Source: an optimization exercise on an open RTL-to-GDS flow (aim: small area, a short achievable clock period and few clock cycles per item). Production flows keep margins and buffers that such runs may drop. Function was checked by simulation only, so behaviour that the tests miss may differ from the original. Power and IR drop assume default switching activity.

### design/flow/design.v
module fsk_goertzel_demod (
    input  wire        clk,
    input  wire        rst,
    input  wire        in_valid,
    output wire        in_ready,
    input  wire [1:0]  in_cmd,
    input  wire [15:0] in_data,
    input  wire [15:0] cfg_spb,
    input  wire [15:0] cfg_coeff0,
    input  wire [15:0] cfg_coeff1,
    output reg         out_valid,
    output reg  [7:0]  out_byte
);
    localparam CMD_SAMPLE = 2'd0;
    localparam CMD_START  = 2'd1;
    localparam CMD_END    = 2'd2;
    reg        active;
    reg        fin;           
    reg [15:0] spb;
    reg [15:0] coeff0, coeff1;
    reg [19:0] skip;          
    reg [15:0] wcnt;          
    reg [6:0]  bsr;           
    reg [2:0]  bcnt;          
    reg signed [23:0] s1_0, s2_0, s1_1, s2_1;
    assign in_ready = !fin;
    wire accept = in_valid && in_ready;
    wire signed [39:0] m0 = $signed(coeff0) * s1_0;
    wire signed [39:0] m1 = $signed(coeff1) * s1_1;
    wire signed [23:0] t0 = m0[37:14];
    wire signed [23:0] t1 = m1[37:14];
    wire signed [23:0] x = {{8{in_data[15]}}, in_data};
    wire signed [23:0] s0_0 = x + t0 - s2_0;
    wire signed [23:0] s0_1 = x + t1 - s2_1;
    wire signed [49:0] p0 = s1_0 * s1_0 + s2_0 * s2_0 - t0 * s2_0;
    wire signed [49:0] p1 = s1_1 * s1_1 + s2_1 * s2_1 - t1 * s2_1;
    wire bit_dec = p1 > p0;
    always @(posedge clk) begin
        if (rst) begin
            active    <= 1'b0;
            fin       <= 1'b0;
            spb       <= 16'd0;
            coeff0    <= 16'd0;
            coeff1    <= 16'd0;
            skip      <= 20'd0;
            wcnt      <= 16'd0;
            bsr       <= 7'd0;
            bcnt      <= 3'd0;
            s1_0      <= 24'sd0;
            s2_0      <= 24'sd0;
            s1_1      <= 24'sd0;
            s2_1      <= 24'sd0;
            out_valid <= 1'b0;
            out_byte  <= 8'd0;
        end else begin
            out_valid <= 1'b0;
            if (fin) begin
                fin  <= 1'b0;
                s1_0 <= 24'sd0;
                s2_0 <= 24'sd0;
                s1_1 <= 24'sd0;
                s2_1 <= 24'sd0;
                if (bcnt == 3'd7) begin
                    out_valid <= 1'b1;
                    out_byte  <= {bsr, bit_dec};
                    bsr       <= 7'd0;
                    bcnt      <= 3'd0;
                end else begin
                    bsr  <= {bsr[5:0], bit_dec};
                    bcnt <= bcnt + 3'd1;
                end
            end else if (accept) begin
                case (in_cmd)
                    CMD_START: begin
                        if (!active && cfg_spb != 16'd0) begin
                            active <= 1'b1;
                            spb    <= cfg_spb;
                            coeff0 <= cfg_coeff0;
                            coeff1 <= cfg_coeff1;
                            skip   <= {cfg_spb, 4'd0};
                            wcnt   <= 16'd0;
                            bsr    <= 7'd0;
                            bcnt   <= 3'd0;
                            s1_0   <= 24'sd0;
                            s2_0   <= 24'sd0;
                            s1_1   <= 24'sd0;
                            s2_1   <= 24'sd0;
                        end
                    end
                    CMD_END: begin
                        if (active) begin
                            active <= 1'b0;
                            skip   <= 20'd0;
                            wcnt   <= 16'd0;
                            bsr    <= 7'd0;
                            bcnt   <= 3'd0;
                            s1_0   <= 24'sd0;
                            s2_0   <= 24'sd0;
                            s1_1   <= 24'sd0;
                            s2_1   <= 24'sd0;
                        end
                    end
                    CMD_SAMPLE: begin
                        if (active) begin
                            if (skip != 20'd0) begin
                                skip <= skip - 20'd1;
                            end else begin
                                s1_0 <= s0_0;
                                s2_0 <= s1_0;
                                s1_1 <= s0_1;
                                s2_1 <= s1_1;
                                if (wcnt == spb - 16'd1) begin
                                    wcnt <= 16'd0;
                                    fin  <= 1'b1;
                                end else begin
                                    wcnt <= wcnt + 16'd1;
                                end
                            end
                        end
                    end
                    default: ;
                endcase
            end
        end
    end
endmodule
### design/flow/run.sh
#!/bin/bash
# synth_recipe.tcl (not shown) runs the flow's synth.tcl, then flattens the netlist and writes it again
# the make line also repeats each setting of config.mk as NAME=value (left out here)
make -C /OpenROAD-flow-scripts/flow DESIGN_CONFIG=/design/flow/config.mk WORK_HOME=/design/flow/orfs CLKGATE_MAP_FILE= SYNTH_SCRIPT=/design/flow/synth_recipe.tcl finish
### design/flow/config.mk
export PLATFORM = sky130hd
export DESIGN_NAME = fsk_goertzel_demod
export DESIGN_NICKNAME = fsk_goertzel_demod
export VERILOG_FILES = /design/flow/design.v
export SDC_FILE = /design/flow/constraint.sdc
export NUM_CORES = 4
export LEC_CHECK = 0
export CAP_MARGIN = 20
export CORE_MARGIN = 2
export CORE_UTILIZATION = 40
export SLEW_MARGIN = 20
### design/flow/constraint.sdc
create_clock -name core_clock -period 20.0 [get_ports {clk}]
set_input_delay 4.0000 -clock core_clock [delete_from_list [all_inputs] [get_ports {clk}]]
set_output_delay 4.0000 -clock core_clock [all_outputs]
set_load 0.01 [all_outputs]
==> impl_metrics.toml <==
[power]
peak_supply_drop_mv = 0.189
power.total_mw = 5.03
power.leakage_nw = 81.0
pwr_density_cell_nw_per_um2 = 30.1

[sta]
post-route-min-period_ns = 19.03
setup-tns-final_ns = 0
final-hold-violation-count = 0
relative_slew_margins_pct = 20.5
final_max_slew_viol_count = 0
timing_worst_slew_pin_value_ns = 1.17
worst_clock_skew_ns = 0.0777
setup-violations-final = 0
timing.fmax_ghz = 0.0526
finalCritPeriodShare_pct = 95.1
grt_setup_unrepaired = "no"

[setup_path]
critical_path.max_fanout = 17
crit_type = "reg -> reg"
critical_path_arrival_ns = 19.57
path_common_cell = "sky130_fd_sc_hd__fa_1"
crit_startpoint = "coeff0[15]"
endpoint_kind = "register"
r2r-end = "bsr[0]"
worst-r2r-setup-slack_ns = 0.97
crit_slowest_cell = "sky130_fd_sc_hd__mux2i_2"
worstReg2RegStart = "coeff0[15]"
critPathRequiredTime_ns = 20.54
critPathMaxStageDelay_ns = 0.96
worst-r2r-cell-count = 64
crit_path_start_kind = "register"
worst_setup_path_endpoint = "bsr[0]"

[synthesis]
asyncSetResetFlopFracSynth_pct = 0
synthCells = 16800
netlist.top_cell.by_area = "sky130_fd_sc_hd__fa_1"
synth_top_area_share_pct = 58.5
synth_edf_count = 0
synth.top_cells.by_area = "sky130_fd_sc_hd__fa_1, sky130_fd_sc_hd__inv_1, sky130_fd_sc_hd__ha_1"
syn-mean-instance-area_sq_um = 9.45
synth-seq-area-share_pct = 2.54
synth-seq-cells = 201
synth_common_cells = "sky130_fd_sc_hd__inv_1, sky130_fd_sc_hd__fa_1, sky130_fd_sc_hd__nand2_1"
synthFlopType = "sky130_fd_sc_hd__dfxtp_1"
yosysWarningCount = 1
synthesis.area_sq_um = 159000
library_cell_with_the_highest_instance_count_after_synthesis = "sky130_fd_sc_hd__inv_1"
netlist-cell-type-count = 105

[clock_network]
cts.path.max_buffers = 3
cts-buffers-inserted = 34
clock_sinks = 201
cts_tree = "yes"
cts.hold.buffers_added = 0
cts.root.buffer_cell = "sky130_fd_sc_hd__clkbuf_16"
worstSkewPairLatency_ns = 0.67
postCtsResizedCells = 0
cts_post_setup_buffers_inserted = 0
path_clk_slew_ns = 0.07
cts_htree_levels = 2

[route]
vias_per_cell = 4.93
route.detailed.wl_per_inst_um = 20.8
route.vias.total = 107000
dr.pass1.iters = 7
route.detailed.drc = 0
dr.first_iter.drc_count = 7205
final_routed_wirelength_um = 453000
drtAntennaViolNets = 0

[die]
die_area_sq_um = 402000
die_y_um = 634
design.portCount = 79
initial_utilization_pct = 40.1
core.rowCount = 231
die_width_um = 634
fp.coreArea_sq_um = 395000

[cells_and_area]
multi_input_area_sq_um = 133000
filler_cell_count = 39100
syn_to_final_growth_pct = 5.23
num-nets-final = 22200
postLayoutCellArea_sq_um = 167000
area.sequential_sq_um = 4090
drive_gt1_share_pct = 3.08

[status]
status = "no timing/DRC/antenna violations"

[global_route]
via_count_of_the_first_global_routing_pass = 120000
grt_use_total_pct = 23.8
grt_overflow = 0
pin_count_of_the_biggest_net_entering_global_routing = 74
grt_pass1_wl_um = 721000
grt_antenna_before_repair = 19

[job]
drv_cap = 0

[place]
gp_congestion = 0.935
dpl.hpwl_um = 374000
detailed_place.area_sq_um = 166000
numPortBuffers = 78

[hold_path]
hold_class = "reg -> reg"
## layout by cell type (no fill, tap or decap), types with 69 or more instances in the layout
cell type / netlist / routed
sky130_fd_sc_hd__a21o_1: 112 / 111
sky130_fd_sc_hd__buf_4: 1 / 254
sky130_fd_sc_hd__nor3_1: 70 / 69
sky130_fd_sc_hd__a21oi_1: 284 / 282
sky130_fd_sc_hd__xor2_1: 114 / 96
sky130_fd_sc_hd__nand2_1: 1794 / 1793
sky130_fd_sc_hd__and2_1: 1037 / 1037
sky130_fd_sc_hd__inv_1: 5047 / 5038
sky130_fd_sc_hd__a22oi_1: 87 / 87
sky130_fd_sc_hd__nor2_1: 672 / 667
sky130_fd_sc_hd__fa_1: 4636 / 4636
sky130_fd_sc_hd__nor2b_1: 115 / 115
sky130_fd_sc_hd__dfxtp_1: 201 / 147
sky130_fd_sc_hd__o21ai_0: 126 / 126
sky130_fd_sc_hd__xnor2_1: 254 / 233
sky130_fd_sc_hd__clkdlybuf4s50_1: 0 / 76
sky130_fd_sc_hd__ha_1: 1018 / 1018
## per-stage QoR
step / std cells / hold slack (ns) / util, % / setup slack [ns]
floorplan: 16800 / 0.432 / - / 2.96
global placement: 21700 / 0.444 / 41.9 / 1.61
detailed placement: 21700 / 0.450 / 41.9 / 1.35
CTS: 21700 / 0.458 / 42.2 / 1.26
global route: 21700 / 0.477 / 42.2 / 0.0119
finish: 21700 / 0.456 / 42.2 / 0.972
## power by group
part	total (mW)	switching [mW]	internal (mW)	leakage, nW
registers	0.437	0.0301	0.407	1.65
clock network	0.688	0.304	0.384	0.578
logic	3.91	2.37	1.53	78.8
## cell type report
cell class	count	area share (%)
flip-flops and latches	201	2.45
multi-input cells	10800	79.9
clock buffers	43	0.578
clock inverters	15	0.127
well taps	5242	3.93
repair buffers	334	1.62
diodes	8	0.0120
inverters	5071	11.4
## routing by layer
layer  GRT usage, %  vias to the layer above  routed length (um)
met1           32.0                    56500              187000
met5              0                        -                  40
met4           8.03                        6               19000
li1               -                    46700                   -
met2           38.9                     3482              212000
met3           4.20                      621               34400
## cell families (layout without fill, tap and decap cells)
family	Yosys count	count (layout)	share of synthesized area (%)
AOI/OAI and AO/OA	845	845	3.51
xor gates and xnor gates	372	372	2.07
adders and majority gates	5654	5654	66.5
buffers and inverters	5766	5463	13.7
DFF	201	201	2.54
muxes	6	6	0.0418
other	1	10	0.00236
and+or+nand+nor	3943	3943	11.6
## worst max-delay path: cells and delay by family, from the launching register on
| family | cells | cell delay [ns] |
|---|---|---|
| flip-flops | 1 | 0.71 |
| XOR/XNOR | 1 | 0.13 |
| buffers and inverters | 12 | 1.56 |
| AO/OA/AOI/OAI | 18 | 4.67 |
| adder cells (fa/ha/maj) | 19 | 8.78 |
| multiplexers | 1 | 0.96 |
| AND/OR/NAND/NOR | 13 | 2.04 |
## state kept, by name (all words and copies together), names as in the netlist
| signal | flops |
|---|---|
| coeff0 | 16 |
| bcnt | 3 |
| out_valid | 1 |
| skip | 20 |
| wcnt | 16 |
| s2_1 | 24 |
| fin | 1 |
| s1_0 | 24 |
| spb | 16 |
| coeff1 | 16 |
| out_byte | 8 |
| bsr | 7 |
| active | 1 |
| s1_1 | 24 |
| s2_0 | 24 |
## how the worst min path moves through the flow
| stage | to | depth (start not counted) | start |
|---|---|---|---|
| floorplan | out_byte[7] | 2 | bsr[6] |
| global placement | coeff1[8] | 2 | coeff1[8] |
| detailed placement | coeff1[8] | 2 | coeff1[8] |
| CTS | coeff1[8] | 2 | coeff1[8] |
| global route | coeff1[1] | 2 | coeff1[1] |
| finish | coeff1[8] | 2 | coeff1[8] |
Testbench counts, summed over its fixed seeds: cycles 146,504, items 384.

-- re-timing with driven ports --
How much do the figures lean on ideal ports? The routed layout below was timed once more, with nothing changed but the port constraints. Step 1 sets driving cells, clkbuf_16 on the clock port and buf_2 on the other inputs (assumed; they add their load-dependent delay and slew). Step 2 times the ports against the registers' clock, not the clock port: input delays grow and output delays shrink by t, the midpoint of the rising clock arrivals with the driver on. a / b / c = ideal ports / drivers / drivers and shift; a / b = the first two.
shift t [ns]: 0.713
setup WS [ns]: 0.972 / 0.972 / 0.972
latest minus earliest clock arrival (ns): 0.079 / 0.078
cell pins on the clock port's net: 1
After both steps setup and hold are still met in this run. The setup slack of this run moves by 0.000 ns with the drivers and by 0.000 ns with both steps.
